Source: an optimization exercise on an open RTL-to-GDS flow (aim: small area, a short achievable clock period and few clock cycles per item). Production flows keep margins and buffers that such runs may drop.
The RTL was checked by simulation tests, not by an equivalence proof against the original design.

==> flow/design.v <==
module mac_unit (
    input  wire        clk,
    input  wire        rst,          
    input  wire        cmd_valid,
    output wire        cmd_ready,
    input  wire [2:0]  cmd_op,
    input  wire [31:0] cmd_data,
    input  wire [1:0]  cmd_len,      
    input  wire [79:0] cmd_tag,      
    output reg         rsp_valid,
    output reg         rsp_ok,
    output wire [79:0] rsp_tag,
    output reg  [1:0]  mac_st,
    output reg  [3:0]  err
);
    localparam OP_KEY    = 3'd0;
    localparam OP_NEW    = 3'd1;
    localparam OP_UPDATE = 3'd2;
    localparam OP_FINAL  = 3'd3;
    localparam OP_VERIFY = 3'd4;
    localparam OP_ABORT  = 3'd5;
    localparam ST_NONE   = 2'd0;
    localparam ST_ACTIVE = 2'd1;
    localparam ST_FINAL  = 2'd2;
    localparam E_MISMATCH = 4'd4;
    localparam E_AFTERFIN = 4'd7;
    localparam E_ILLEGAL  = 4'd8;
    localparam E_SEQUENCE = 4'd9;
    localparam J_IPAD = 3'd0;    
    localparam J_MSG  = 3'd1;    
    localparam J_FINB = 3'd3;    
    localparam J_OPAD = 3'd4;    
    localparam J_OUT  = 3'd5;    
    localparam [255:0] H_INIT = {
        32'h6a09e667, 32'hbb67ae85, 32'h3c6ef372, 32'ha54ff53a,
        32'h510e527f, 32'h9b05688c, 32'h1f83d9ab, 32'h5be0cd19};
    function [31:0] kconst;
        input [5:0] n;
        begin
            case (n)
            6'd0:  kconst = 32'h428a2f98; 6'd1:  kconst = 32'h71374491;
            6'd2:  kconst = 32'hb5c0fbcf; 6'd3:  kconst = 32'he9b5dba5;
            6'd4:  kconst = 32'h3956c25b; 6'd5:  kconst = 32'h59f111f1;
            6'd6:  kconst = 32'h923f82a4; 6'd7:  kconst = 32'hab1c5ed5;
            6'd8:  kconst = 32'hd807aa98; 6'd9:  kconst = 32'h12835b01;
            6'd10: kconst = 32'h243185be; 6'd11: kconst = 32'h550c7dc3;
            6'd12: kconst = 32'h72be5d74; 6'd13: kconst = 32'h80deb1fe;
            6'd14: kconst = 32'h9bdc06a7; 6'd15: kconst = 32'hc19bf174;
            6'd16: kconst = 32'he49b69c1; 6'd17: kconst = 32'hefbe4786;
            6'd18: kconst = 32'h0fc19dc6; 6'd19: kconst = 32'h240ca1cc;
            6'd20: kconst = 32'h2de92c6f; 6'd21: kconst = 32'h4a7484aa;
            6'd22: kconst = 32'h5cb0a9dc; 6'd23: kconst = 32'h76f988da;
            6'd24: kconst = 32'h983e5152; 6'd25: kconst = 32'ha831c66d;
            6'd26: kconst = 32'hb00327c8; 6'd27: kconst = 32'hbf597fc7;
            6'd28: kconst = 32'hc6e00bf3; 6'd29: kconst = 32'hd5a79147;
            6'd30: kconst = 32'h06ca6351; 6'd31: kconst = 32'h14292967;
            6'd32: kconst = 32'h27b70a85; 6'd33: kconst = 32'h2e1b2138;
            6'd34: kconst = 32'h4d2c6dfc; 6'd35: kconst = 32'h53380d13;
            6'd36: kconst = 32'h650a7354; 6'd37: kconst = 32'h766a0abb;
            6'd38: kconst = 32'h81c2c92e; 6'd39: kconst = 32'h92722c85;
            6'd40: kconst = 32'ha2bfe8a1; 6'd41: kconst = 32'ha81a664b;
            6'd42: kconst = 32'hc24b8b70; 6'd43: kconst = 32'hc76c51a3;
            6'd44: kconst = 32'hd192e819; 6'd45: kconst = 32'hd6990624;
            6'd46: kconst = 32'hf40e3585; 6'd47: kconst = 32'h106aa070;
            6'd48: kconst = 32'h19a4c116; 6'd49: kconst = 32'h1e376c08;
            6'd50: kconst = 32'h2748774c; 6'd51: kconst = 32'h34b0bcb5;
            6'd52: kconst = 32'h391c0cb3; 6'd53: kconst = 32'h4ed8aa4a;
            6'd54: kconst = 32'h5b9cca4f; 6'd55: kconst = 32'h682e6ff3;
            6'd56: kconst = 32'h748f82ee; 6'd57: kconst = 32'h78a5636f;
            6'd58: kconst = 32'h84c87814; 6'd59: kconst = 32'h8cc70208;
            6'd60: kconst = 32'h90befffa; 6'd61: kconst = 32'ha4506ceb;
            6'd62: kconst = 32'hbef9a3f7; default: kconst = 32'hc67178f2;
            endcase
        end
    endfunction
    function [31:0] csa_s;
        input [31:0] x, y, z;
        csa_s = x ^ y ^ z;
    endfunction
    function [31:0] csa_c;
        input [31:0] x, y, z;
        csa_c = {((x[30:0] & y[30:0]) | (x[30:0] & z[30:0]) | (y[30:0] & z[30:0])), 1'b0};
    endfunction
    function [31:0] add_ks;
        input [31:0] x, y;
        reg [31:0] gg, pp;
        integer k, j;
        begin
            gg = x & y;
            pp = x ^ y;
            for (k = 1; k < 32; k = k * 2)
                for (j = 31; j >= k; j = j - 1) begin
                    gg[j] = gg[j] | (pp[j] & gg[j-k]);
                    pp[j] = pp[j] & pp[j-k];
                end
            add_ks = x ^ y ^ {gg[30:0], 1'b0};
        end
    endfunction
    reg [383:0] keys;           
    reg [3:0]   key_cnt;        
    wire        keys_valid = (key_cnt == 4'd12);
    reg [3:0]   nb;             
    reg [2:0]   iv_cnt;         
    reg         ready;          
    reg         rsp_wait;       
    reg         is_verify;
    reg [79:0]  exp_tag;
    reg         tag_out;        
    reg [511:0] blk;            
    reg [4:0]   wc;             
    reg         blk_fin;        
    reg [23:0]  acc;            
    reg [1:0]   an;             
    reg [31:0]  msglen;         
    reg         pad_first;      
    reg         pad_fill;       
    reg         pad_len;        
    reg         start_ipad;     
    reg         lpend;          
    reg [2:0]   ljob;
    reg         run;            
    reg         addc;           
    reg         fin;            
    reg [5:0]   t;              
    reg [6:0]   u;              
    reg [2:0]   job;
    reg [255:0] hs;             
    reg [31:0]  a, b, c, d, e, f, g, h;
    reg [31:0]  hk;             
    reg [31:0]  dhk;            
    reg [31:0]  kn;             
    reg [31:0]  wn;             
    reg [31:0]  w [1:15];       
    reg         sel_wn, sel_blk, sel_key;
    reg [31:0]  xc;             
    integer i;
    assign cmd_ready = ready;
    assign rsp_tag   = tag_out ? hs[255:176] : 80'd0;
    wire accept = cmd_valid && ready;
    wire ok     = (err == 4'd0);
    wire c_abort = accept && cmd_op == OP_ABORT;
    wire c_live  = accept && cmd_op != OP_ABORT && ok;      
    wire c_key   = c_live && cmd_op == OP_KEY;
    wire c_new   = c_live && cmd_op == OP_NEW && keys_valid;
    wire c_upd   = c_live && cmd_op == OP_UPDATE && mac_st == ST_ACTIVE;
    wire c_fin   = c_live && (cmd_op == OP_FINAL || cmd_op == OP_VERIFY) && mac_st == ST_ACTIVE;
    wire c_rsp0  = accept && (cmd_op == OP_FINAL || cmd_op == OP_VERIFY) && !c_fin;
    wire [2:0] upd_n   = {1'b0, cmd_len} + 3'd1;
    wire [2:0] upd_tot = {1'b0, an} + upd_n;                 
    reg  [55:0] pack;                                       
    always @(*) begin
        case (an)
        2'd0: pack = {cmd_data, 24'd0};
        2'd1: pack = {acc[23:16], cmd_data, 16'd0};
        2'd2: pack = {acc[23:8], cmd_data, 8'd0};
        default: pack = {acc, cmd_data};
        endcase
    end
    wire upd_word = c_upd && upd_tot[2];                    
    reg [31:0] pad_word;
    always @(*) begin
        case (an)
        2'd0: pad_word = 32'h80000000;
        2'd1: pad_word = {acc[23:16], 24'h800000};
        2'd2: pad_word = {acc[23:8], 16'h8000};
        default: pad_word = {acc, 8'h80};
        endcase
    end
    wire [32:0] bytes_b = {1'b0, msglen} + 33'd64;          
    wire [63:0] bitlen  = {28'd0, bytes_b, 3'd0};
    wire blk_full = wc[4];
    wire iv_in    = (iv_cnt != 3'd0);
    wire pad_in   = !iv_in && !blk_full && !sel_blk && (pad_first || pad_fill);
    wire blk_in   = upd_word || iv_in || pad_in;
    reg [31:0] in_word;
    always @(*) begin
        if (iv_in)               in_word = keys[383:352];
        else if (pad_first)      in_word = pad_word;
        else if (pad_fill)       in_word = (pad_len && wc == 5'd14) ? bitlen[63:32] :
                                           (pad_len && wc == 5'd15) ? bitlen[31:0] : 32'd0;
        else                     in_word = pack[55:24];
    end
    wire [31:0] S1  = {e[5:0], e[31:6]} ^ {e[10:0], e[31:11]} ^ {e[24:0], e[31:25]};
    wire [31:0] CH  = (e & f) ^ (~e & g);
    wire [31:0] S0  = {a[1:0], a[31:2]} ^ {a[12:0], a[31:13]} ^ {a[21:0], a[31:22]};
    wire [31:0] MJ  = (a & b) | (a & c) | (b & c);
    wire [31:0] e_s = csa_s(dhk, S1, CH);
    wire [31:0] e_c = csa_c(dhk, S1, CH);
    wire [31:0] e_new = add_ks(e_s, e_c);
    wire [31:0] a_s1 = csa_s(hk, S1, CH);
    wire [31:0] a_c1 = csa_c(hk, S1, CH);
    wire [31:0] a_s2 = csa_s(a_s1, a_c1, S0);
    wire [31:0] a_c2 = csa_c(a_s1, a_c1, S0);
    wire [31:0] a_s3 = csa_s(a_s2, a_c2, MJ);
    wire [31:0] a_c3 = csa_c(a_s2, a_c2, MJ);
    wire [31:0] a_new = add_ks(a_s3, a_c3);
    wire [31:0] x = sel_wn ? wn : sel_blk ? blk[511:480] : ((sel_key ? keys[255:224] : 32'd0) ^ xc);
    wire [31:0] ws0 = {w[2][6:0], w[2][31:7]} ^ {w[2][17:0], w[2][31:18]} ^ (w[2] >> 3);
    wire [31:0] ws1 = {w[15][16:0], w[15][31:17]} ^ {w[15][18:0], w[15][31:19]} ^ (w[15] >> 10);
    wire [31:0] w_s1 = csa_s(w[1], ws0, w[10]);
    wire [31:0] w_c1 = csa_c(w[1], ws0, w[10]);
    wire [31:0] w_s2 = csa_s(w_s1, w_c1, ws1);
    wire [31:0] w_c2 = csa_c(w_s1, w_c1, ws1);
    wire [31:0] w_calc = w_s2 + w_c2;
    wire [31:0] ph    = lpend ? h : g;
    wire [31:0] pd    = lpend ? d : c;
    wire [31:0] p_s1  = csa_s(ph, kn, x);
    wire [31:0] p_c1  = csa_c(ph, kn, x);
    wire [31:0] hk_nx = add_ks(p_s1, p_c1);
    wire [31:0] p_s2  = csa_s(p_s1, p_c1, pd);
    wire [31:0] p_c2  = csa_c(p_s1, p_c1, pd);
    wire [31:0] dhk_nx = add_ks(p_s2, p_c2);
    wire [255:0] h_sum = {hs[255:224] + a, hs[223:192] + b, hs[191:160] + c, hs[159:128] + d,
                          hs[127:96]  + e, hs[95:64]    + f, hs[63:32]    + g, hs[31:0]     + h};
    wire idle    = !run && !addc && !lpend && !start_ipad;
    wire go_blk  = blk_full && ((addc && (job == J_IPAD || job == J_MSG)) || idle);
    wire lpend_nx = start_ipad || (addc && (job == J_FINB || job == J_OPAD)) || go_blk;
    wire [2:0] ljob_nx = start_ipad ? J_IPAD : (addc && job == J_FINB) ? J_OPAD :
                         (addc && job == J_OPAD) ? J_OUT : blk_fin ? J_FINB : J_MSG;
    wire run_nx  = !start_ipad && (lpend || (run && t != 6'd63));
    wire [2:0] job_nx = lpend ? ljob : job;
    wire [6:0] u_nx  = lpend_nx ? 7'd0 : u + 7'd1;
    wire keyjob_nx = lpend_nx ? (ljob_nx == J_IPAD || ljob_nx == J_OPAD)
                              : (job_nx == J_IPAD || job_nx == J_OPAD);
    wire outjob_nx = lpend_nx ? (ljob_nx == J_OUT) : (job_nx == J_OUT);
    wire lo8_nx  = (u_nx[6:3] == 4'd0);
    wire lo16_nx = (u_nx[6:4] == 3'd0);
    wire sel_blk_nx = (lpend_nx || run_nx) && (outjob_nx ? lo8_nx : (!keyjob_nx && lo16_nx));
    wire sel_key_nx = (lpend_nx || run_nx) && keyjob_nx && lo8_nx;
    wire sel_wn_nx  = !lo16_nx;
    wire [31:0] xc_nx = keyjob_nx ? (((lpend_nx ? ljob_nx : job_nx) == J_IPAD) ? 32'h36363636 : 32'h5c5c5c5c) :
                        (outjob_nx && u_nx == 7'd8)  ? 32'h80000000 :
                        (outjob_nx && u_nx == 7'd15) ? 32'd768 : 32'd0;
    wire rsp_wait_nx = c_fin || (rsp_wait && !fin);
    wire [4:0] wc_nx = c_new ? 5'd0 : (lpend && ljob != J_IPAD && ljob != J_OPAD && ljob != J_OUT) ? 5'd0 :
                       blk_in ? wc + 5'd1 : wc;
    wire [3:0] nb_nx = c_new ? 4'd9 : (nb != 4'd0) ? nb - 4'd1 : 4'd0;
    always @(posedge clk) begin
        if (rst) begin
            ready      <= 1'b1;
            rsp_wait   <= 1'b0;
            key_cnt    <= 4'd0;
            mac_st     <= ST_NONE;
            err        <= 4'd0;
            rsp_valid  <= 1'b0;
            rsp_ok     <= 1'b0;
            tag_out    <= 1'b0;
            nb         <= 4'd0;
            iv_cnt     <= 3'd0;
            wc         <= 5'd0;
            pad_first  <= 1'b0;
            pad_fill   <= 1'b0;
            start_ipad <= 1'b0;
            lpend      <= 1'b0;
            run        <= 1'b0;
            addc       <= 1'b0;
            fin        <= 1'b0;
            sel_wn     <= 1'b0;
            sel_blk    <= 1'b0;
            sel_key    <= 1'b0;
        end else begin
            rsp_valid <= 1'b0;
            rsp_ok    <= 1'b0;
            tag_out   <= 1'b0;
            if (c_abort) begin
                err     <= 4'd0;
                mac_st  <= ST_NONE;
                key_cnt <= 4'd0;
            end
            if (c_key) begin
                if (key_cnt != 4'd12)
                    key_cnt <= key_cnt + 4'd1;
                mac_st  <= ST_NONE;
            end
            if (c_live && cmd_op == OP_NEW) begin
                if (!keys_valid)
                    err <= E_SEQUENCE;
                else
                    mac_st <= ST_ACTIVE;
            end
            if (c_live && (cmd_op == OP_UPDATE || cmd_op == OP_FINAL || cmd_op == OP_VERIFY)) begin
                if (mac_st == ST_NONE)
                    err <= E_SEQUENCE;
                else if (mac_st == ST_FINAL)
                    err <= E_AFTERFIN;
            end
            if (c_live && cmd_op > OP_ABORT)
                err <= E_ILLEGAL;
            if (c_rsp0)
                rsp_valid <= 1'b1;
            nb <= nb_nx;
            if (c_new)
                iv_cnt <= 3'd4;
            else if (iv_in)
                iv_cnt <= iv_cnt - 3'd1;
            wc <= wc_nx;
            if (c_fin)
                pad_first <= 1'b1;
            if (pad_in && pad_first) begin
                pad_first <= 1'b0;
                pad_fill  <= 1'b1;
            end
            if (pad_in && pad_fill && wc == 5'd15 && pad_len)
                pad_fill  <= 1'b0;
            if (c_new) begin
                pad_first <= 1'b0;
                pad_fill  <= 1'b0;
            end
            start_ipad <= c_new;
            lpend   <= lpend_nx;
            run     <= run_nx;
            addc    <= run && t == 6'd63 && !start_ipad;
            fin     <= addc && job == J_OUT && !start_ipad;
            sel_wn  <= sel_wn_nx;
            sel_blk <= sel_blk_nx;
            sel_key <= sel_key_nx;
            if (fin) begin
                rsp_valid <= 1'b1;
                if (is_verify) begin
                    if (hs[255:176] == exp_tag) begin
                        rsp_ok <= 1'b1;
                        mac_st <= ST_FINAL;
                    end else begin
                        err <= E_MISMATCH;
                    end
                end else begin
                    rsp_ok  <= 1'b1;
                    tag_out <= 1'b1;
                    mac_st  <= ST_FINAL;
                end
            end
            rsp_wait <= rsp_wait_nx;
            ready    <= !rsp_wait_nx && !wc_nx[4] && !sel_blk_nx && !(lpend_nx && ljob_nx != J_IPAD) &&
                        nb_nx == 4'd0;
        end
    end
    always @(posedge clk) begin
        if (c_key || iv_in)
            keys[383:256] <= {keys[351:256], c_key ? keys[255:224] : keys[383:352]};
        if (c_key || sel_key)
            keys[255:0]   <= {keys[223:0], c_key ? cmd_data : keys[255:224]};
        if (c_fin) begin
            is_verify <= (cmd_op == OP_VERIFY);
            exp_tag   <= cmd_tag;
        end
        if (c_new) begin
            msglen <= 32'd16;
            an     <= 2'd0;
        end
        if (c_upd) begin
            msglen <= msglen + {29'd0, upd_n};
            an     <= upd_tot[1:0];
            acc    <= upd_tot[2] ? pack[23:0] : pack[55:32];
        end
        if (pad_in && pad_first)
            pad_len <= (wc <= 5'd13) || (wc == 5'd15);
        if (pad_in && pad_fill && wc == 5'd15)
            pad_len <= 1'b1;
        if (blk_in && wc == 5'd15)
            blk_fin <= pad_fill && pad_len;
        if (blk_in || sel_blk)
            blk <= {blk[479:0], in_word};
        if (addc && job == J_FINB)
            blk[511:256] <= h_sum;
        if (run) begin
            h <= g;
            g <= f;
            f <= e;
            e <= e_new;
            d <= c;
            c <= b;
            b <= a;
            a <= a_new;
            t <= t + 6'd1;
        end
        hk  <= hk_nx;
        dhk <= dhk_nx;
        wn  <= w_calc;
        for (i = 1; i < 15; i = i + 1)
            w[i] <= w[i+1];
        w[15] <= x;
        u   <= u_nx;
        kn  <= kconst(u_nx[5:0]);
        xc  <= xc_nx;
        if (lpend) begin
            t   <= 6'd0;
            job <= ljob;
        end
        if (lpend_nx)
            ljob <= ljob_nx;
        if (addc) begin
            hs <= h_sum;
            {a, b, c, d, e, f, g, h} <= h_sum;
        end
        if ((addc && job == J_FINB) || start_ipad) begin
            hs <= H_INIT;
            {a, b, c, d, e, f, g, h} <= H_INIT;
        end
    end
endmodule
==> flow/run.sh <==
#!/bin/bash
# synth_recipe.tcl (not shown) runs the flow's synth.tcl, then flattens the netlist and writes it again
# the make line also repeats each setting of config.mk as NAME=value (left out here)
make -C /OpenROAD-flow-scripts/flow DESIGN_CONFIG=/design/flow/config.mk WORK_HOME=/design/flow/orfs CLKGATE_MAP_FILE= SYNTH_SCRIPT=/design/flow/synth_recipe.tcl finish
==> flow/config.mk <==
export PLATFORM = sky130hd
export DESIGN_NAME = mac_unit
export DESIGN_NICKNAME = mac_unit
export VERILOG_FILES = /design/flow/design.v
export SDC_FILE = /design/flow/constraint.sdc
export NUM_CORES = 4
export LEC_CHECK = 0
export CAP_MARGIN = 20
export CORE_MARGIN = 2
export CORE_UTILIZATION = 25
export PLACE_DENSITY = 0.4
export SLEW_MARGIN = 20
==> flow/constraint.sdc <==
create_clock -name core_clock -period 10.0 [get_ports {clk}]
set_input_delay 2.0000 -clock core_clock [delete_from_list [all_inputs] [get_ports {clk}]]
set_output_delay 2.0000 -clock core_clock [all_outputs]
set_load 0.01 [all_outputs]
==> results of run 1 <==
Yosys cell counts, drive strengths merged (104+ instances only):
cell type / n / area [sq um]
inv: 652 / 2450
a21o: 193 / 1450
edfxtp: 1039 / 31200
a211oi: 158 / 1190
clkbuf: 433 / 1630
nand2: 1107 / 4160
dfxtp: 1180 / 23600
xor2: 286 / 2500
nor3: 104 / 526
mux2i: 192 / 1920
mux2: 111 / 1250
nand3: 151 / 756
o21ai: 774 / 3870
and2: 184 / 1150
nor2: 633 / 2380
o21a: 107 / 803
fa: 259 / 5180
ha: 439 / 5490
xnor2: 474 / 4150
a21oi: 677 / 3390
through the flow:
| step | cell area (sq um) | hold slack, ps |
|---|---|---|
| global placement | 116000 | 310 |
| global route | 125000 | 301 |
| detailed placement | 116000 | 312 |
| finish | 125000 | 305 |
| CTS | 125000 | 301 |
| floorplan | 107000 | 310 |
final timing paths:
kind | start | slack, ps | endpoint
worst max-delay path | sel_key | 3620 | dhk[31]
worst min-delay path | w[4][28] | 310 | w[3][28]
worst min register to register | w[4][28] | 310 | w[3][28]
worst max register to register | sel_key | 3620 | dhk[31]
per-layer routing:
layer / routed length (microns) / GRT usage (%) / vias up / share of wire (%)
li1: - / - / 36281 / -
met3: 21200 / 2.29 / 516 / 4.9
met5: 0 / 0 / - / 0
met2: 194000 / 30.6 / 2462 / 45
met1: 202000 / 27.4 / 39507 / 47
met4: 15600 / 6.40 / 0 / 3.6
layout by cell type, fill, tap and decap left out, types with 107 or more instances in the layout:
cell type / Yosys / routed
a211oi_1: 157 / 157
a21o_1: 193 / 193
a21oi_1: 677 / 677
and2_1: 184 / 184
buf_4: 0 / 139
clkbuf_16: 0 / 277
clkdlybuf4s50_1: 0 / 208
dfxtp_1: 1180 / 1174
edfxtp_1: 1039 / 1039
fa_1: 259 / 259
ha_1: 439 / 438
inv_1: 651 / 649
mux2_2: 110 / 110
mux2i_1: 192 / 191
nand2_1: 1107 / 1103
nand3_1: 151 / 151
nor2_1: 633 / 631
o21a_1: 107 / 107
o21ai_0: 766 / 762
xnor2_1: 474 / 469
xor2_1: 286 / 285
state kept, by name, summed over array words and instances (netlist names), 80 cells and up:
signal,flops
blk,512
exp_tag,80
hs,256
keys,384
w,480
cell type report:
cell class	count	area share, %
Inverter	655	1.98
Clock inverter	118	1.09
Sequential cell	2219	44.0
Antenna cell	9	0.0181
Timing Repair Buffer	357	2.66
Clock buffer	373	6.03
Multi-Input combinational cell	6896	38.5
Tap cell	5687	5.71
worst max-delay path: cells and delay by family, from the launching register on:
kind	cells	cell delay, ps
adder cells (fa/ha/maj)	4	1690
AND/OR/NAND/NOR	3	410
XOR/XNOR	2	310
AO/OA/AOI/OAI	10	2940
flip-flops	1	920
kinds of logic (layout without fill, tap and decap cells):
kind of cell	after synthesis	count (layout)	share of synthesized area, %
multiplexers	303	303	2.97
adder cells (fa/ha/maj)	701	701	10.0
other	0	9	0
buffers and inverters	1155	1503	4.05
AND/OR/NAND/NOR	2604	2604	11.0
flip-flops	2219	2219	51.2
XOR/XNOR	761	761	6.24
AO/OA/AOI/OAI	2527	2527	14.6
==> flow_metrics.tcl, run 1 <==
set metrics [dict create \
    path_class "reg2reg" \
    stdcell_count 16314 \
    period_needed_ps 6380 \
    dp_hpwl_microns 330000 \
    antenna_found_initial 37 \
    nets 11217 \
    n_fill_cell 44470 \
    wire_per_inst_microns 26.5 \
    min_path_type "reg2reg" \
    num_vias 78766 \
    cts_sinks 2219 \
    synthFlopType "dfxtp_1" \
    worst_slack_ps 3620 \
    grt_pass1_wl_microns 601000 \
    holdPathStages 0 \
    grt_max_degree 193 \
    end_kind "flip-flop" \
    clock_skew_ps 65.6 \
    post-route-drc-count 0 \
    clkTransAtPathRegs_ps 60 \
    cts_buffers 270 \
    grt_remaining_overflow 0 \
    cpPeakStageDelay_ps 920 \
    gp_congestion 0.930 \
    postRouteAntennaNets 0 \
    drt_iter0_markers 7283 \
    dp.cells 15813 \
    crit_path_start_kind "flip-flop" \
    post_cts_buffers 0 \
    slew_violations 0 \
    fmax_ghz 0.157 \
    vias_per_cell 4.83 \
    syn-num-nets 11088 \
    layout-drive-gt1-share_pct 7.10 \
    worstPathRequired_ps 10790 \
    clockBufferDepth 4 \
    track_usage_pct 19.3 \
    first_global_vias 76694 \
    multi_input_area_sq_um 48000 \
    core_sq_um 427000 \
    arrival_ps 7160 \
    outcome "no timing/DRC/antenna violations" \
    ys_seq_area_share_pct 51.2 \
    ff2ff_path_depth 19 \
    cts-root-buf "clkbuf_16" \
    syn_to_final_growth_pct 16.4 \
    die_h_microns 658 \
    postRouteWirelength_microns 433000 \
    cpMaxStageDelayCell "dfxtp_1" \
    post_synth_num_cell_types 91 \
    synthArstFlopShare_pct 0 \
    clk_latency_ps 960 \
    cp_max_fo 29 \
    regArea_sq_um 54800 \
    rsz0062_at_grt "false" \
    hold_violations 0 \
    crit_chain "nand2_1, xor2_1, nor2_1, a21oi_1, o21ai_0, fa_1, fa_1, ha_1, fa_1, a21o_1, a211oi_1, o21ai_0, nand3_1, o21ai_0, o31a_1, a41oi_1, o311ai_1, a221oi_1, xnor2_1" \
    finalSetupViolations 0 \
    cts.repair.resized 0 \
    ys_ff_latch 2219 \
    timing.setup.tns_ps 0 \
    worstMarginPinSlew_ps 1150 \
    cts_tree "yes" \
    relSlewSlack_pct 22.3 \
    initial_utilization_pct 25.1 \
    ys_warn_count 2 \
    final_util_pct 29.2 \
    post-route-period-util_pct 63.8 \
    dieArea_sq_um 434000 \
    die_w_microns 658 \
    num_rows 240 \
    io_buffers 208 \
    synth_edf_count 1039 \
    num_io_pins 209 \
    post-place-ws_ps 3650 \
    postSynthCellCount 10270 \
    mappedNetlistArea_sq_um 107000 \
    drtPass1Iterations 5 \
    ctsHoldBuffers 0 \
    cap_violations 0 \
    syn_area_per_cell_sq_um 10.4 \
    htree_levels 5 \
]
Testbench counts, summed over its fixed seeds: cycles 60,812, bytes 38,480.
==> run 2: changes to the inputs <==
--- a/flow/design.v
+++ b/flow/design.v
@@ -112,5 +112,5 @@
     reg [23:0]  acc;            
     reg [1:0]   an;             
-    reg [31:0]  msglen;         
+    reg [32:0]  msglen;         
     reg         pad_first;      
     reg         pad_fill;       
@@ -122,5 +122,4 @@
     reg         addc;           
     reg         fin;            
-    reg [5:0]   t;              
     reg [6:0]   u;              
     reg [2:0]   job;
@@ -128,6 +127,4 @@
     reg [31:0]  a, b, c, d, e, f, g, h;
     reg [31:0]  hk;             
-    reg [31:0]  dhk;            
-    reg [31:0]  kn;             
     reg [31:0]  wn;             
     reg [31:0]  w [1:15];       
@@ -147,5 +144,4 @@
     wire c_rsp0  = accept && (cmd_op == OP_FINAL || cmd_op == OP_VERIFY) && !c_fin;
     wire [2:0] upd_n   = {1'b0, cmd_len} + 3'd1;
-    wire [2:0] upd_tot = {1'b0, an} + upd_n;                 
     reg  [55:0] pack;                                       
     always @(*) begin
@@ -157,5 +153,14 @@
         endcase
     end
-    wire upd_word = c_upd && upd_tot[2];                    
+    reg upd_mk;
+    always @(*) begin
+        case (an)
+        2'd0: upd_mk = (cmd_len == 2'd3);
+        2'd1: upd_mk = cmd_len[1];
+        2'd2: upd_mk = (cmd_len != 2'd0);
+        default: upd_mk = 1'b1;
+        endcase
+    end
+    wire upd_word = c_upd && upd_mk;
     reg [31:0] pad_word;
     always @(*) begin
@@ -167,6 +172,5 @@
         endcase
     end
-    wire [32:0] bytes_b = {1'b0, msglen} + 33'd64;          
-    wire [63:0] bitlen  = {28'd0, bytes_b, 3'd0};
+    wire [63:0] bitlen  = {28'd0, msglen, 3'd0};
     wire blk_full = wc[4];
     wire iv_in    = (iv_cnt != 3'd0);
@@ -185,9 +189,9 @@
     wire [31:0] S0  = {a[1:0], a[31:2]} ^ {a[12:0], a[31:13]} ^ {a[21:0], a[31:22]};
     wire [31:0] MJ  = (a & b) | (a & c) | (b & c);
-    wire [31:0] e_s = csa_s(dhk, S1, CH);
-    wire [31:0] e_c = csa_c(dhk, S1, CH);
-    wire [31:0] e_new = add_ks(e_s, e_c);
     wire [31:0] a_s1 = csa_s(hk, S1, CH);
     wire [31:0] a_c1 = csa_c(hk, S1, CH);
+    wire [31:0] e_s = csa_s(a_s1, a_c1, d);
+    wire [31:0] e_c = csa_c(a_s1, a_c1, d);
+    wire [31:0] e_new = add_ks(e_s, e_c);
     wire [31:0] a_s2 = csa_s(a_s1, a_c1, S0);
     wire [31:0] a_c2 = csa_c(a_s1, a_c1, S0);
@@ -203,14 +207,12 @@
     wire [31:0] w_c2 = csa_c(w_s1, w_c1, ws1);
     wire [31:0] w_calc = w_s2 + w_c2;
-    wire [31:0] ph    = lpend ? h : g;
-    wire [31:0] pd    = lpend ? d : c;
+    wire        ld_init = lpend && (ljob == J_IPAD || ljob == J_OPAD);
+    wire [31:0] ph    = lpend ? (ld_init ? H_INIT[31:0] : hs[31:0]) : g;
+    wire [31:0] kn    = kconst(u[5:0]);
     wire [31:0] p_s1  = csa_s(ph, kn, x);
     wire [31:0] p_c1  = csa_c(ph, kn, x);
     wire [31:0] hk_nx = add_ks(p_s1, p_c1);
-    wire [31:0] p_s2  = csa_s(p_s1, p_c1, pd);
-    wire [31:0] p_c2  = csa_c(p_s1, p_c1, pd);
-    wire [31:0] dhk_nx = add_ks(p_s2, p_c2);
-    wire [255:0] h_sum = {hs[255:224] + a, hs[223:192] + b, hs[191:160] + c, hs[159:128] + d,
-                          hs[127:96]  + e, hs[95:64]    + f, hs[63:32]    + g, hs[31:0]     + h};
+    wire [31:0] ff_a = hs[159:128] + a;
+    wire [31:0] ff_e = hs[31:0] + e;
     wire idle    = !run && !addc && !lpend && !start_ipad;
     wire go_blk  = blk_full && ((addc && (job == J_IPAD || job == J_MSG)) || idle);
@@ -218,5 +220,6 @@
     wire [2:0] ljob_nx = start_ipad ? J_IPAD : (addc && job == J_FINB) ? J_OPAD :
                          (addc && job == J_OPAD) ? J_OUT : blk_fin ? J_FINB : J_MSG;
-    wire run_nx  = !start_ipad && (lpend || (run && t != 6'd63));
+    wire last    = u[6];                          
+    wire run_nx  = !start_ipad && (lpend || (run && !last));
     wire [2:0] job_nx = lpend ? ljob : job;
     wire [6:0] u_nx  = lpend_nx ? 7'd0 : u + 7'd1;
@@ -310,5 +313,5 @@
             lpend   <= lpend_nx;
             run     <= run_nx;
-            addc    <= run && t == 6'd63 && !start_ipad;
+            addc    <= run && last && !start_ipad;
             fin     <= addc && job == J_OUT && !start_ipad;
             sel_wn  <= sel_wn_nx;
@@ -345,11 +348,11 @@
         end
         if (c_new) begin
-            msglen <= 32'd16;
+            msglen <= 33'd80;
             an     <= 2'd0;
         end
         if (c_upd) begin
-            msglen <= msglen + {29'd0, upd_n};
-            an     <= upd_tot[1:0];
-            acc    <= upd_tot[2] ? pack[23:0] : pack[55:32];
+            msglen <= msglen + {30'd0, upd_n};
+            an     <= an + cmd_len + 2'd1;
+            acc    <= upd_mk ? pack[23:0] : pack[55:32];
         end
         if (pad_in && pad_first)
@@ -361,7 +364,9 @@
         if (blk_in || sel_blk)
             blk <= {blk[479:0], in_word};
-        if (addc && job == J_FINB)
-            blk[511:256] <= h_sum;
-        if (run) begin
+        if (lpend && ljob == J_OPAD)
+            blk[511:256] <= hs;
+        if (lpend) begin
+            {a, b, c, d, e, f, g, h} <= ld_init ? H_INIT : hs;
+        end else begin
             h <= g;
             g <= f;
@@ -372,8 +377,6 @@
             b <= a;
             a <= a_new;
-            t <= t + 6'd1;
         end
         hk  <= hk_nx;
-        dhk <= dhk_nx;
         wn  <= w_calc;
         for (i = 1; i < 15; i = i + 1)
@@ -381,20 +384,13 @@
         w[15] <= x;
         u   <= u_nx;
-        kn  <= kconst(u_nx[5:0]);
         xc  <= xc_nx;
-        if (lpend) begin
-            t   <= 6'd0;
+        if (lpend)
             job <= ljob;
-        end
         if (lpend_nx)
             ljob <= ljob_nx;
-        if (addc) begin
-            hs <= h_sum;
-            {a, b, c, d, e, f, g, h} <= h_sum;
-        end
-        if ((addc && job == J_FINB) || start_ipad) begin
+        if (addc || (run && u >= 7'd62))
+            hs <= {ff_a, hs[255:160], ff_e, hs[127:32]};
+        if (ld_init)
             hs <= H_INIT;
-            {a, b, c, d, e, f, g, h} <= H_INIT;
-        end
     end
 endmodule
==> run 2 against run 1 <==
Synthesized area decreased by 16%. Fmax increased by 7.3%. Clock skew is 3.0 ps higher. Largest cell class unchanged. Register-to-register slack gained 440 ps. Highest routed layer is now met5.
==> flow_metrics.tcl, run 2 <==
set metrics [dict create \
    outcome "no timing/DRC/antenna violations" \
    yosysTopAreaCell "edfxtp_1" \
    synth.most_common_cell "dfxtp_1" \
    ys_warn_count 2 \
    yosys-top-cells-count "1,110 x dfxtp_1, 1,040 x edfxtp_1, 950 x nand2_1" \
    wire_per_inst_microns 24.6 \
    post_synth_num_cell_types 93 \
    synthArstFlopShare_pct 0 \
    final_common_cell "dfxtp_1" \
    fmax_ghz 0.168 \
    synth_compound_area_share_pct 10.9 \
    cts-root-buf "clkbuf_16" \
    n_fill_cell 36626 \
    finalSetupViolations 0 \
    post_cts_buffers 0 \
    synth_fa_ha_area_share_pct 7.86 \
    vias_per_cell 4.61 \
    largest_reg_flops 512 \
    syn_area_per_cell_sq_um 11.8 \
    regMostFlops "blk" \
    syn-num-nets 8139 \
    antenna_found_initial 21 \
    grt_remaining_overflow 0 \
    yosys-top-cells-area "edfxtp_1 35%, dfxtp_1 25%, fa_1 4.3%" \
    slew_violations 0 \
    clkTransAtPathRegs_ps 60 \
    drt_iter0_markers 5697 \
    rsz0062_at_grt "false" \
    synth_top_area_share_pct 34.7 \
    grt_max_degree 169 \
    hold_violations 0 \
    cp_max_fo 6 \
    min_path_type "reg2reg" \
    syn_to_final_growth_pct 17.4 \
    clock_skew_ps 68.6 \
    end_kind "flip-flop" \
    ys_seq_area_share_pct 59.4 \
    first_global_vias 57984 \
    relSlewSlack_pct 19.7 \
    num_io_pins 209 \
    worstPathRequired_ps 10810 \
    htree_levels 4 \
    worst_slack_ps 4060 \
    die_w_microns 604 \
    dp.cells 12295 \
    num_vias 58817 \
    postRouteWirelength_microns 313000 \
    placed_cell_area_sq_um 97400 \
    die_h_microns 604 \
    reg_top3 "blk: 512 flops, w: 480 flops, keys: 384 flops" \
    synth_top_family_by_area "compound AO/OA/AOI/OAI gates" \
    ys_ff_latch 2150 \
    cts_sinks 2150 \
    layout-drive-gt1-share_pct 9.88 \
    final_area_sq_um 106000 \
    clk_latency_ps 940 \
    grt_pass1_wl_microns 443000 \
    timing.setup.tns_ps 0 \
    worstMarginPinSlew_ps 1190 \
    post-route-drc-count 0 \
    nets 8300 \
    initial_utilization_pct 25.1 \
    clockBufferDepth 4 \
    num_rows 220 \
    drtPass1Iterations 8 \
    drt-met1-wl_microns 147000 \
    post-place-ws_ps 3810 \
    io_buffers 208 \
    mappedNetlistArea_sq_um 89900 \
    postSynthCellCount 7605 \
    synth_simple_gate_area_share_pct 9.07 \
    top_layer "met5" \
    cts_buffers 241 \
    synthFlopType "dfxtp_1" \
    cts.repair.resized 0 \
    final_cell_mix "1,106 x dfxtp_1, 1,040 x edfxtp_1, 947 x nand2_1, 428 x a21oi_1, 375 x inv_1" \
    route.met2.wl_microns 143000 \
    cts_tree "yes" \
    path_class "reg2reg" \
    dieArea_sq_um 365000 \
    crit_path_start_kind "flip-flop" \
    core_sq_um 359000 \
    post-route-period-util_pct 59.4 \
    gp_congestion 0.889 \
    cap_violations 0 \
    wl_met3_microns 16400 \
    period_needed_ps 5940 \
    synth_mux_area_share_pct 3.88 \
    track_usage_pct 16.8 \
    ctsHoldBuffers 0 \
    stdcell_count 12753 \
    synth_xor_xnor_area_share_pct 5.65 \
    synth_edf_count 1040 \
    arrival_ps 6750 \
    postRouteAntennaNets 0 \
    dp_hpwl_microns 229000 \
]
==> run 2: path summary, 6_finish.rpt <==
| kind | from | end | slack, ps | cells past startpoint |
|---|---|---|---|---|
| min reg2reg | w[9][18] | w[8][18] | 280 | 0 |
| max reg2reg | e[7] | a[31] | 4060 | 19 |
| max | e[7] | a[31] | 4060 | 19 |
| min | w[9][18] | w[8][18] | 280 | 0 |
==> run 2: kinds of logic (layout without fill, tap and decap cells) <==
group	count (synthesis)	in the layout
multiplexers	314	314
AO/OA/AOI/OAI	1494	1494
AND/OR/NAND/NOR	1844	1844
adder cells (fa/ha/maj)	457	457
flip-flops	2150	2150
buffers and inverters	766	1137
other	0	4
XOR/XNOR	580	580
==> run 2: layout make-up <==
cell class / count / area (sq um) / area share, %
Antenna cell: 4 / 10.0 / 0.00948
Clock buffer: 339 / 6880 / 6.51
Clock inverter: 114 / 1240 / 1.18
Inverter: 383 / 1440 / 1.36
Multi-Input combinational cell: 4689 / 33700 / 31.9
Sequential cell: 2150 / 53500 / 50.6
Tap cell: 4773 / 5970 / 5.66
Timing Repair Buffer: 301 / 2870 / 2.72
==> run 2: critical path, cell delays in order, from the launching register on <==
cell,delay [ps]
dfxtp_1,570
xnor2_1,130
xnor2_1,480
fa_1,610
xor2_1,270
xnor2_1,120
fa_1,520
ha_1,200
inv_1,80
fa_1,450
nor2b_1,130
o21ai_0,120
a21boi_0,300
o21ai_1,200
o211ai_1,550
a31oi_1,420
o211ai_1,300
a31oi_1,140
xnor2_1,140
o21ai_0,80
==> run 2: metrics by stage <==
| step | utilization (%) | hold slack (ps) |
|---|---|---|
| floorplan | - | 310 |
| global placement | 27.2 | 310 |
| detailed placement | 27.2 | 312 |
| CTS | 29.4 | 272 |
| global route | 29.4 | 280 |
| finish | 29.4 | 279 |
==> run 2: metal layers <==
metal,vias to the layer above,GRT usage [%]
met1,29741,24.0
li1,27108,-
met3,325,2.29
met4,2,4.36
met5,-,0
met2,1641,26.6
Testbench counts of run 2, summed over its fixed seeds: cycles 60,812, bytes 38,480.
==> run 3: changes to the inputs <==
--- a/flow/config.mk
+++ b/flow/config.mk
@@ -10,3 +10,4 @@
 export CORE_UTILIZATION = 25
 export PLACE_DENSITY = 0.4
+export SETUP_SLACK_MARGIN = 5
 export SLEW_MARGIN = 20
==> run 3 against run 2 <==
Clock-buffer cell count shrank 14. Global-route usage shrank 0.079 points. Largest cell class unchanged. Wire length shrank 0.35%. Via count is essentially flat. Synthesized area is the same. Synthesized cell count is the same. Cell area grew 1.0%. Highest routed layer is now met4.
==> flow_metrics.tcl, run 3 <==
set metrics [dict create \
    outcome "no timing/DRC/antenna violations" \
    htree_levels 4 \
    min_to "w[7][30]" \
    ys_warn_count 2 \
    io_buffers 208 \
    ys_ff_latch 2150 \
    worst_slack_ps 5060 \
    die_h_microns 604 \
    final_cell_mix "1,068 x dfxtp_1, 1,040 x edfxtp_1, 946 x nand2_1, 422 x a21oi_1, 368 x inv_1" \
    cp_top_family "compound AO/OA/AOI/OAI gates" \
    ctsHoldBuffers 0 \
    min_path_type "reg2reg" \
    period_needed_ps 4940 \
    cts_tree "yes" \
    clk_latency_ps 930 \
    synth_top_area_share_pct 34.7 \
    crit_chain "xnor2_4, xnor2_2, fa_1, inv_1, fa_1, inv_2, fa_1, inv_2, ha_4, a2111o_1, o22ai_4, o21ai_4, a221o_2, o31ai_4, o311ai_1, a21oi_1, xor2_1, o21ai_0" \
    reg_top3 "blk: 512 flops, w: 480 flops, keys: 384 flops" \
    postSynthCellCount 7605 \
    rsz0062_at_grt "true" \
    yosysTopAreaCell "edfxtp_1" \
    core_sq_um 359000 \
    synth.most_common_cell "dfxtp_1" \
    multi_input_area_sq_um 34300 \
    regArea_sq_um 53500 \
    worstHoldStart "w[8][30]" \
    dieArea_sq_um 365000 \
    num_vias 58783 \
    clock_skew_ps 76.9 \
    reg2reg_slack_ps 5060 \
    critPathBufInv 3 \
    cap_violations 0 \
    antenna_found_initial 10 \
    grt_remaining_overflow 0 \
    end_kind "flip-flop" \
    reg2reg_to "a[28]" \
    path_common_cell "fa_1" \
    relSlewSlack_pct 20.4 \
    regMostFlops "blk" \
    grt_pass1_wl_microns 442000 \
    grt_max_degree 161 \
    mappedNetlistArea_sq_um 89900 \
    worstReg2RegStart "e[12]" \
    largest_reg_flops 512 \
    vias_per_cell 4.60 \
    drtPass1Iterations 6 \
    post-place-ws_ps 4070 \
    yosys-top-cells-count "1,110 x dfxtp_1, 1,040 x edfxtp_1, 950 x nand2_1" \
    cpPeakStageDelay_ps 580 \
    post-route-drc-count 0 \
    num_rows 220 \
    dp_hpwl_microns 225000 \
    cp_max_fo 6 \
    post-route-period-util_pct 49.4 \
    ys_seq_area_share_pct 59.4 \
    postRouteAntennaNets 0 \
    cts_sinks 2150 \
    die_w_microns 604 \
    layout-drive-gt1-share_pct 11.6 \
    post_synth_num_cell_types 93 \
    fmax_ghz 0.202 \
    ff2ff_path_depth 18 \
    clockBufferDepth 4 \
    synthFlopType "dfxtp_1" \
    nets 8315 \
    worstMarginPinSlew_ps 1190 \
    wire_per_inst_microns 24.5 \
    crit_path_start_kind "flip-flop" \
    timing.setup.tns_ps 0 \
    syn_area_per_cell_sq_um 11.8 \
    yosys-top-cells-area "edfxtp_1 35%, dfxtp_1 25%, fa_1 4.3%" \
    gp_congestion 0.886 \
    path_class "reg2reg" \
    slew_violations 0 \
    cpMaxStageDelayCell "fa_1" \
    synthArstFlopShare_pct 0 \
    num_io_pins 209 \
    first_global_vias 57813 \
    drt_iter0_markers 5364 \
    syn_to_final_growth_pct 18.6 \
    postRouteWirelength_microns 312000 \
    holdPathStages 0 \
    initial_utilization_pct 25.1 \
    clkTransAtPathRegs_ps 60 \
    arrival_ps 5710 \
    n_fill_cell 36622 \
    syn-num-nets 8139 \
    cts_buffers 239 \
    cts-root-buf "clkbuf_16" \
    final_util_pct 29.7 \
    final_common_cell "dfxtp_1" \
    worstPathRequired_ps 10770 \
    hold_violations 0 \
    finalSetupViolations 0 \
    synth_edf_count 1040 \
    track_usage_pct 16.7 \
]
-- run 3: worst register-to-register path: cells and delay by family, from the launching register on --
family	cells	cell delay (ps)
xor+xnor	3	500
compound gates	8	2010
fa+ha+maj	4	1730
buf+inv	3	160
flops	1	400
-- run 3: kinds of logic (layout without fill, tap and decap cells) --
family | Yosys count | after routing | share of synthesized area, %
AOI/OAI and AO/OA | 1494 | 1494 | 10.9
xor gates and xnor gates | 580 | 580 | 5.65
adders and majority gates | 457 | 457 | 7.86
buffers and inverters | 766 | 1150 | 3.24
DFF | 2150 | 2150 | 59.4
muxes | 314 | 314 | 3.88
other | 0 | 4 | 0
and+or+nand+nor | 1844 | 1844 | 9.07
-- run 3: timing repair --
| action | 4_1_cts | 5_1_grt |
|---|---|---|
| setup buffers | 13 | 15 |
| gates cloned | 2 | 0 |
| setup endpoints to repair | 65 | 270 |
| pin swaps | 9 | 32 |
| resized for setup | 78 | 94 |
-- run 3: cell type report --
class	instances	area share, %
Inverter	383	1.37
Clock inverter	124	1.34
Sequential cell	2150	50.2
Timing Repair Buffer	317	2.96
Timing Repair inverter	1	0.00469
Tap cell	4773	5.60
Multi-Input combinational cell	4689	32.2
Antenna cell	4	0.00939
Clock buffer	325	6.35
-- run 3: how the worst max path moves through the flow --
stage / from / depth (start not counted) / end
after floorplan: cmd_op[0] / 8 / ready
after global placement: e[7] / 19 / a[31]
after detailed placement: cmd_op[1] / 6 / blk[226]
after CTS: e[12] / 20 / a[31]
after global routing: e[31] / 18 / a[28]
final: e[12] / 18 / a[28]
-- run 3: metal layers --
metal / up-vias / wire, microns / global-route usage (%) / share of wire [%]
met3: 311 / 13700 / 2.03 / 4.4
met1: 29865 / 148000 / 24.0 / 47
met2: 1440 / 144000 / 26.7 / 46
li1: 27167 / - / - / -
met4: 0 / 6760 / 3.82 / 2.2
met5: - / 0 / 0 / 0
-- run 3: per-stage QoR --
step                      instances  cell area (sq um)  hold slack [ps]
after global routing          12763             107000              284
after global placement        12282              97400              310
after floorplan                7605              90100              310
after detailed placement      12283              97400              312
after CTS                     12747             106000              280
final                         12766             107000              283
==> run 4: changes to the inputs <==
--- a/flow/design.v
+++ b/flow/design.v
@@ -82,19 +82,4 @@
         csa_c = {((x[30:0] & y[30:0]) | (x[30:0] & z[30:0]) | (y[30:0] & z[30:0])), 1'b0};
     endfunction
-    function [31:0] add_ks;
-        input [31:0] x, y;
-        reg [31:0] gg, pp;
-        integer k, j;
-        begin
-            gg = x & y;
-            pp = x ^ y;
-            for (k = 1; k < 32; k = k * 2)
-                for (j = 31; j >= k; j = j - 1) begin
-                    gg[j] = gg[j] | (pp[j] & gg[j-k]);
-                    pp[j] = pp[j] & pp[j-k];
-                end
-            add_ks = x ^ y ^ {gg[30:0], 1'b0};
-        end
-    endfunction
     reg [383:0] keys;           
     reg [3:0]   key_cnt;        
@@ -121,4 +106,5 @@
     reg         run;            
     reg         addc;           
+    reg         copyc;          
     reg         fin;            
     reg [6:0]   u;              
@@ -126,9 +112,9 @@
     reg [255:0] hs;             
     reg [31:0]  a, b, c, d, e, f, g, h;
-    reg [31:0]  hk;             
+    reg [31:0]  ts, tc;         
+    reg [31:0]  kn;             
+    reg [31:0]  x;              
     reg [31:0]  wn;             
-    reg [31:0]  w [1:15];       
-    reg         sel_wn, sel_blk, sel_key;
-    reg [31:0]  xc;             
+    reg [31:0]  w [2:15];       
     integer i;
     assign cmd_ready = ready;
@@ -175,5 +161,5 @@
     wire blk_full = wc[4];
     wire iv_in    = (iv_cnt != 3'd0);
-    wire pad_in   = !iv_in && !blk_full && !sel_blk && (pad_first || pad_fill);
+    wire pad_in   = !iv_in && !blk_full && !sel_blk_nx && (pad_first || pad_fill);
     wire blk_in   = upd_word || iv_in || pad_in;
     reg [31:0] in_word;
@@ -185,38 +171,39 @@
         else                     in_word = pack[55:24];
     end
-    wire [31:0] S1  = {e[5:0], e[31:6]} ^ {e[10:0], e[31:11]} ^ {e[24:0], e[31:25]};
-    wire [31:0] CH  = (e & f) ^ (~e & g);
     wire [31:0] S0  = {a[1:0], a[31:2]} ^ {a[12:0], a[31:13]} ^ {a[21:0], a[31:22]};
     wire [31:0] MJ  = (a & b) | (a & c) | (b & c);
-    wire [31:0] a_s1 = csa_s(hk, S1, CH);
-    wire [31:0] a_c1 = csa_c(hk, S1, CH);
-    wire [31:0] e_s = csa_s(a_s1, a_c1, d);
-    wire [31:0] e_c = csa_c(a_s1, a_c1, d);
-    wire [31:0] e_new = add_ks(e_s, e_c);
+    wire [31:0] e_s = csa_s(ts, tc, d);
+    wire [31:0] e_c = csa_c(ts, tc, d);
+    wire [31:0] e_new = e_s + e_c;
+    wire [31:0] a_s1 = csa_s(ts, tc, MJ);
+    wire [31:0] a_c1 = csa_c(ts, tc, MJ);
     wire [31:0] a_s2 = csa_s(a_s1, a_c1, S0);
     wire [31:0] a_c2 = csa_c(a_s1, a_c1, S0);
-    wire [31:0] a_s3 = csa_s(a_s2, a_c2, MJ);
-    wire [31:0] a_c3 = csa_c(a_s2, a_c2, MJ);
-    wire [31:0] a_new = add_ks(a_s3, a_c3);
-    wire [31:0] x = sel_wn ? wn : sel_blk ? blk[511:480] : ((sel_key ? keys[255:224] : 32'd0) ^ xc);
-    wire [31:0] ws0 = {w[2][6:0], w[2][31:7]} ^ {w[2][17:0], w[2][31:18]} ^ (w[2] >> 3);
-    wire [31:0] ws1 = {w[15][16:0], w[15][31:17]} ^ {w[15][18:0], w[15][31:19]} ^ (w[15] >> 10);
-    wire [31:0] w_s1 = csa_s(w[1], ws0, w[10]);
-    wire [31:0] w_c1 = csa_c(w[1], ws0, w[10]);
+    wire [31:0] a_new = a_s2 + a_c2;
+    wire [31:0] ws0 = {w[3][6:0], w[3][31:7]} ^ {w[3][17:0], w[3][31:18]} ^ (w[3] >> 3);
+    wire [31:0] ws1 = {x[16:0], x[31:17]} ^ {x[18:0], x[31:19]} ^ (x >> 10);
+    wire [31:0] w_s1 = csa_s(w[2], ws0, w[11]);
+    wire [31:0] w_c1 = csa_c(w[2], ws0, w[11]);
     wire [31:0] w_s2 = csa_s(w_s1, w_c1, ws1);
     wire [31:0] w_c2 = csa_c(w_s1, w_c1, ws1);
     wire [31:0] w_calc = w_s2 + w_c2;
-    wire        ld_init = lpend && (ljob == J_IPAD || ljob == J_OPAD);
-    wire [31:0] ph    = lpend ? (ld_init ? H_INIT[31:0] : hs[31:0]) : g;
-    wire [31:0] kn    = kconst(u[5:0]);
+    wire [255:0] ld_st = hs;
+    wire [31:0] ph    = lpend ? ld_st[31:0] : g;
     wire [31:0] p_s1  = csa_s(ph, kn, x);
     wire [31:0] p_c1  = csa_c(ph, kn, x);
-    wire [31:0] hk_nx = add_ks(p_s1, p_c1);
+    wire [31:0] hk_nx = p_s1 + p_c1;
+    wire [31:0] ne    = lpend ? ld_st[127:96] : e_new;
+    wire [31:0] nf    = lpend ? ld_st[95:64]  : e;
+    wire [31:0] ng    = lpend ? ld_st[63:32]  : f;
+    wire [31:0] S1  = {ne[5:0], ne[31:6]} ^ {ne[10:0], ne[31:11]} ^ {ne[24:0], ne[31:25]};
+    wire [31:0] CH  = (ne & nf) ^ (~ne & ng);
+    wire [31:0] ts_nx = csa_s(hk_nx, S1, CH);
+    wire [31:0] tc_nx = csa_c(hk_nx, S1, CH);
     wire [31:0] ff_a = hs[159:128] + a;
     wire [31:0] ff_e = hs[31:0] + e;
-    wire idle    = !run && !addc && !lpend && !start_ipad;
+    wire idle    = !run && !addc && !copyc && !lpend && !start_ipad;
     wire go_blk  = blk_full && ((addc && (job == J_IPAD || job == J_MSG)) || idle);
-    wire lpend_nx = start_ipad || (addc && (job == J_FINB || job == J_OPAD)) || go_blk;
-    wire [2:0] ljob_nx = start_ipad ? J_IPAD : (addc && job == J_FINB) ? J_OPAD :
+    wire lpend_nx = start_ipad || copyc || (addc && job == J_OPAD) || go_blk;
+    wire [2:0] ljob_nx = start_ipad ? J_IPAD : copyc ? J_OPAD :
                          (addc && job == J_OPAD) ? J_OUT : blk_fin ? J_FINB : J_MSG;
     wire last    = u[6];                          
@@ -238,5 +225,7 @@
     wire [4:0] wc_nx = c_new ? 5'd0 : (lpend && ljob != J_IPAD && ljob != J_OPAD && ljob != J_OUT) ? 5'd0 :
                        blk_in ? wc + 5'd1 : wc;
-    wire [3:0] nb_nx = c_new ? 4'd9 : (nb != 4'd0) ? nb - 4'd1 : 4'd0;
+    wire [31:0] x_nx = sel_wn_nx ? wn : sel_blk_nx ? blk[511:480] :
+                       ((sel_key_nx ? keys[255:224] : 32'd0) ^ xc_nx);
+    wire [3:0] nb_nx = c_new ? 4'd8 : (nb != 4'd0) ? nb - 4'd1 : 4'd0;
     always @(posedge clk) begin
         if (rst) begin
@@ -258,8 +247,6 @@
             run        <= 1'b0;
             addc       <= 1'b0;
+            copyc      <= 1'b0;
             fin        <= 1'b0;
-            sel_wn     <= 1'b0;
-            sel_blk    <= 1'b0;
-            sel_key    <= 1'b0;
         end else begin
             rsp_valid <= 1'b0;
@@ -314,8 +301,6 @@
             run     <= run_nx;
             addc    <= run && last && !start_ipad;
+            copyc   <= addc && job == J_FINB && !start_ipad;
             fin     <= addc && job == J_OUT && !start_ipad;
-            sel_wn  <= sel_wn_nx;
-            sel_blk <= sel_blk_nx;
-            sel_key <= sel_key_nx;
             if (fin) begin
                 rsp_valid <= 1'b1;
@@ -334,5 +319,5 @@
             end
             rsp_wait <= rsp_wait_nx;
-            ready    <= !rsp_wait_nx && !wc_nx[4] && !sel_blk_nx && !(lpend_nx && ljob_nx != J_IPAD) &&
+            ready    <= !rsp_wait_nx && !wc_nx[4] && !(sel_blk_nx && u_nx[3:0] != 4'd15) &&
                         nb_nx == 4'd0;
         end
@@ -341,5 +326,5 @@
         if (c_key || iv_in)
             keys[383:256] <= {keys[351:256], c_key ? keys[255:224] : keys[383:352]};
-        if (c_key || sel_key)
+        if (c_key || sel_key_nx)
             keys[255:0]   <= {keys[223:0], c_key ? cmd_data : keys[255:224]};
         if (c_fin) begin
@@ -362,10 +347,10 @@
         if (blk_in && wc == 5'd15)
             blk_fin <= pad_fill && pad_len;
-        if (blk_in || sel_blk)
+        if (blk_in || sel_blk_nx)
             blk <= {blk[479:0], in_word};
-        if (lpend && ljob == J_OPAD)
+        if (copyc)
             blk[511:256] <= hs;
         if (lpend) begin
-            {a, b, c, d, e, f, g, h} <= ld_init ? H_INIT : hs;
+            {a, b, c, d, e, f, g, h} <= ld_st;
         end else begin
             h <= g;
@@ -378,11 +363,13 @@
             a <= a_new;
         end
-        hk  <= hk_nx;
+        ts  <= ts_nx;
+        tc  <= tc_nx;
+        kn  <= kconst(u_nx[5:0]);
         wn  <= w_calc;
-        for (i = 1; i < 15; i = i + 1)
+        for (i = 2; i < 15; i = i + 1)
             w[i] <= w[i+1];
         w[15] <= x;
+        x   <= x_nx;
         u   <= u_nx;
-        xc  <= xc_nx;
         if (lpend)
             job <= ljob;
@@ -391,5 +378,5 @@
         if (addc || (run && u >= 7'd62))
             hs <= {ff_a, hs[255:160], ff_e, hs[127:32]};
-        if (ld_init)
+        if (start_ipad || copyc)
             hs <= H_INIT;
     end
--- a/flow/config.mk
+++ b/flow/config.mk
@@ -8,6 +8,8 @@
 export CAP_MARGIN = 20
 export CORE_MARGIN = 2
-export CORE_UTILIZATION = 25
-export PLACE_DENSITY = 0.4
+export CORE_UTILIZATION = 45
+export CTS_CLUSTER_DIAMETER = 100
+export CTS_CLUSTER_SIZE = 30
+export PLACE_DENSITY = 0.6
 export SETUP_SLACK_MARGIN = 5
 export SLEW_MARGIN = 20
==> run 4 against run 3 <==
Setup slack better by 46 ps. Wire length is 9.2% lower. Cell count shrank 20%. Non-clock buffer count rose by 3. Synthesized area about the same. Die area fell by 44%. Critical path type unchanged.
==> flow_metrics.tcl, run 4 <==
set metrics [dict create \
    outcome "no timing/DRC/antenna violations" \
    yosysTopAreaCell "edfxtp_1" \
    die_h_microns 451 \
    synth_top_area_share_pct 34.7 \
    clockBufferDepth 3 \
    synthArstFlopShare_pct 0 \
    wire_per_inst_microns 27.9 \
    synth_edf_count 1040 \
    num_io_pins 209 \
    synth.most_common_cell "dfxtp_1" \
    antenna_found_initial 17 \
    syn-num-nets 7904 \
    cts_buffers 89 \
    syn_to_final_growth_pct 9.37 \
    cpMaxStageDelayCell "dfxtp_1" \
    htree_levels 3 \
    mappedNetlistArea_sq_um 90000 \
    rsz0062_at_grt "true" \
    crit_chain "fa_1, ha_1, a21oi_1, o21ai_0, o311ai_0, a211oi_1, o41ai_2, o21ai_0, xnor2_2, nor2_1, a21oi_2, xnor2_1, fa_1" \
    yosys-top-cells-area "edfxtp_1 35%, dfxtp_1 25%, mux2_2 6.0%" \
    yosys-top-cells-count "1,133 x dfxtp_1, 1,040 x edfxtp_1, 959 x nand2_1" \
    grt_remaining_overflow 0 \
    fmax_ghz 0.204 \
    layout-drive-gt1-share_pct 10.9 \
    final_common_cell "dfxtp_1" \
    min_path_type "reg2reg" \
    num_vias 57476 \
    num_rows 164 \
    slew_violations 0 \
    clk_latency_ps 790 \
    nets 7987 \
    gp_congestion 0.959 \
    grt_max_degree 108 \
    io_buffers 208 \
    track_usage_pct 27.2 \
    grt_pass1_wl_microns 401000 \
    worstPathRequired_ps 10680 \
    clkTransAtPathRegs_ps 120 \
    die_w_microns 451 \
    post-route-period-util_pct 49.0 \
    ctsHoldBuffers 0 \
    postRouteWirelength_microns 284000 \
    reg_top3 "blk: 512 flops, w: 448 flops, keys: 384 flops" \
    ys_warn_count 2 \
    postRouteAntennaNets 0 \
    period_needed_ps 4900 \
    regMostFlops "blk" \
    relSlewSlack_pct 15.7 \
    arrival_ps 5580 \
    ys_seq_area_share_pct 59.9 \
    postSynthCellCount 7347 \
    vias_per_cell 5.66 \
    timing.setup.tns_ps 0 \
    finalSetupViolations 0 \
    cp_max_fo 5 \
    ys_ff_latch 2173 \
    largest_reg_flops 512 \
    first_global_vias 54482 \
    drt_iter0_markers 6318 \
    synthFlopType "dfxtp_1" \
    hold_ws_ps 317 \
    worstMarginPinSlew_ps 1230 \
    cap_violations 0 \
    post_synth_num_cell_types 101 \
    hold_violations 0 \
    syn_area_per_cell_sq_um 12.2 \
    path_class "reg2reg" \
    initial_utilization_pct 45.2 \
    clock_skew_ps 51.5 \
    final_cell_mix "1,128 x dfxtp_1, 1,040 x edfxtp_1, 956 x nand2_1, 483 x mux2_2, 427 x a21oi_1" \
    post-route-drc-count 0 \
    core_sq_um 199000 \
    cts-root-buf "clkbuf_16" \
    drtPass1Iterations 8 \
    cpPeakStageDelay_ps 520 \
    end_kind "flip-flop" \
    cts_tree "yes" \
    cts_sinks 2173 \
    dp_hpwl_microns 207000 \
    crit_path_start_kind "flip-flop" \
    dieArea_sq_um 204000 \
]
[run 4: cell types whose count changed after synthesis, sizes merged, moves of 23 or more]
| cell | previous run | this run |
|---|---|---|
| fa | 194 | 220 |
| xor2 | 224 | 195 |
| inv | 380 | 269 |
| clkbuf | 323 | 271 |
| o211ai | 72 | 41 |
| nor2 | 320 | 254 |
| dfxtp | 1110 | 1133 |
| mux2 | 259 | 483 |
| a22o | 71 | 9 |
| o22a | 102 | 1 |
[run 4: routing by layer]
layer	track usage [%]	vias to the layer above	share of wire, %
met5	0	-	0.022
met4	7.36	12	2.9
met3	3.89	307	7.5
met2	40.4	2136	43
met1	41.4	29109	46
li1	-	25912	-
[run 4: cell type report]
class	count	area [sq um]
tap	2656	3320
multi-input combinational	4573	34000
timing repair buffer	320	3230
clock inverter	28	395
inverter	272	1030
fill	17596	101000
clock buffer	131	2430
timing repair inverter	1	5.00
sequential	2173	53900
antenna	8	20.0
[run 4: worst paths after layout]
kind	slack [ps]	cells past startpoint	start	endpoint
worst max-delay path	5100	13	ts[13]	ts[5]
worst min-delay path	320	0	w[8][11]	w[7][11]
worst max register to register	5100	13	ts[13]	ts[5]
worst min register to register	320	0	w[8][11]	w[7][11]
[run 4: what timing repair did]
action                     CTS  global route
setup endpoints to repair  741           511
gates resized for setup     23            31
buffers inserted            10             3
cloned                       6             4
pin swaps                    2             4
[run 4: per-stage QoR]
| stage | worst slack [ps] | instance area (sq um) | std cells | util [%] |
|---|---|---|---|---|
| 2_1_floorplan | 4530 | 90100 | 7347 | - |
| 6_report | 5100 | 98400 | 10162 | 49.4 |
| 3_3_place_gp | 3700 | 95000 | 9971 | 47.7 |
| 3_5_place_dp | 3600 | 95000 | 9972 | 47.7 |
| 5_1_grt | 4930 | 98400 | 10156 | 49.4 |
| 4_1_cts | 5030 | 98200 | 10147 | 49.3 |
[run 4: critical path, delay by kind of cell (launching register included)]
kind,cells,cell delay (ps)
fa+ha+maj,3,1410
xor+xnor,2,650
compound gates,7,2120
simple gates,1,90
flops,1,520
[run 4: logic make-up after synthesis]
group / share of synthesized area (%)
flops: 59.9
mux: 6.50
buf+inv: 2.58
xor+xnor: 5.34
compound gates: 8.64
simple gates: 8.77
fa+ha+maj: 8.25
Testbench counts of run 4, summed over its fixed seeds: cycles 60,892, bytes 38,480.

[port drivers added, routing unchanged]
The flow's constraints put no driver on any port. The routed layouts listed below were extracted and timed again, unchanged, in two steps.
Step 1 sets driving cells, clkbuf_16 on the clock port and buf_2 on the other inputs (assumed; they add their load-dependent delay and slew).
Step 2 moves the port delays by t, midway between the first and last clock arrival at a register: inputs arrive t later, outputs are due t later. That takes back most of the time a late clock gives input paths.
Three values: no drivers, after step 1, after step 2; two values: the first two.
run	t, ns	slack for setup (ns)	worst hold slack (ns)	clock arrival spread, ns	worst data-port slew with drivers (ns)
run 1	1.046	3.625 / 3.625 / 3.625	0.305 / 0.305 / 0.305	0.067 / 0.067	0.21
run 2	0.998	4.060 / 4.060 / 3.857	0.279 / 0.279 / 0.279	0.090 / 0.090	0.12
run 3	0.994	5.055 / 5.055 / 4.507	0.283 / 0.283 / 0.283	0.081 / 0.082	0.13
run 4	0.847	5.101 / 5.101 / 4.396	0.317 / 0.317 / 0.317	0.053 / 0.053	0.17
After both steps every run listed still meets setup and hold. For run 4, which loses most, drivers alone change the setup slack by 0.000 ns; drivers and shift together by -0.705 ns.
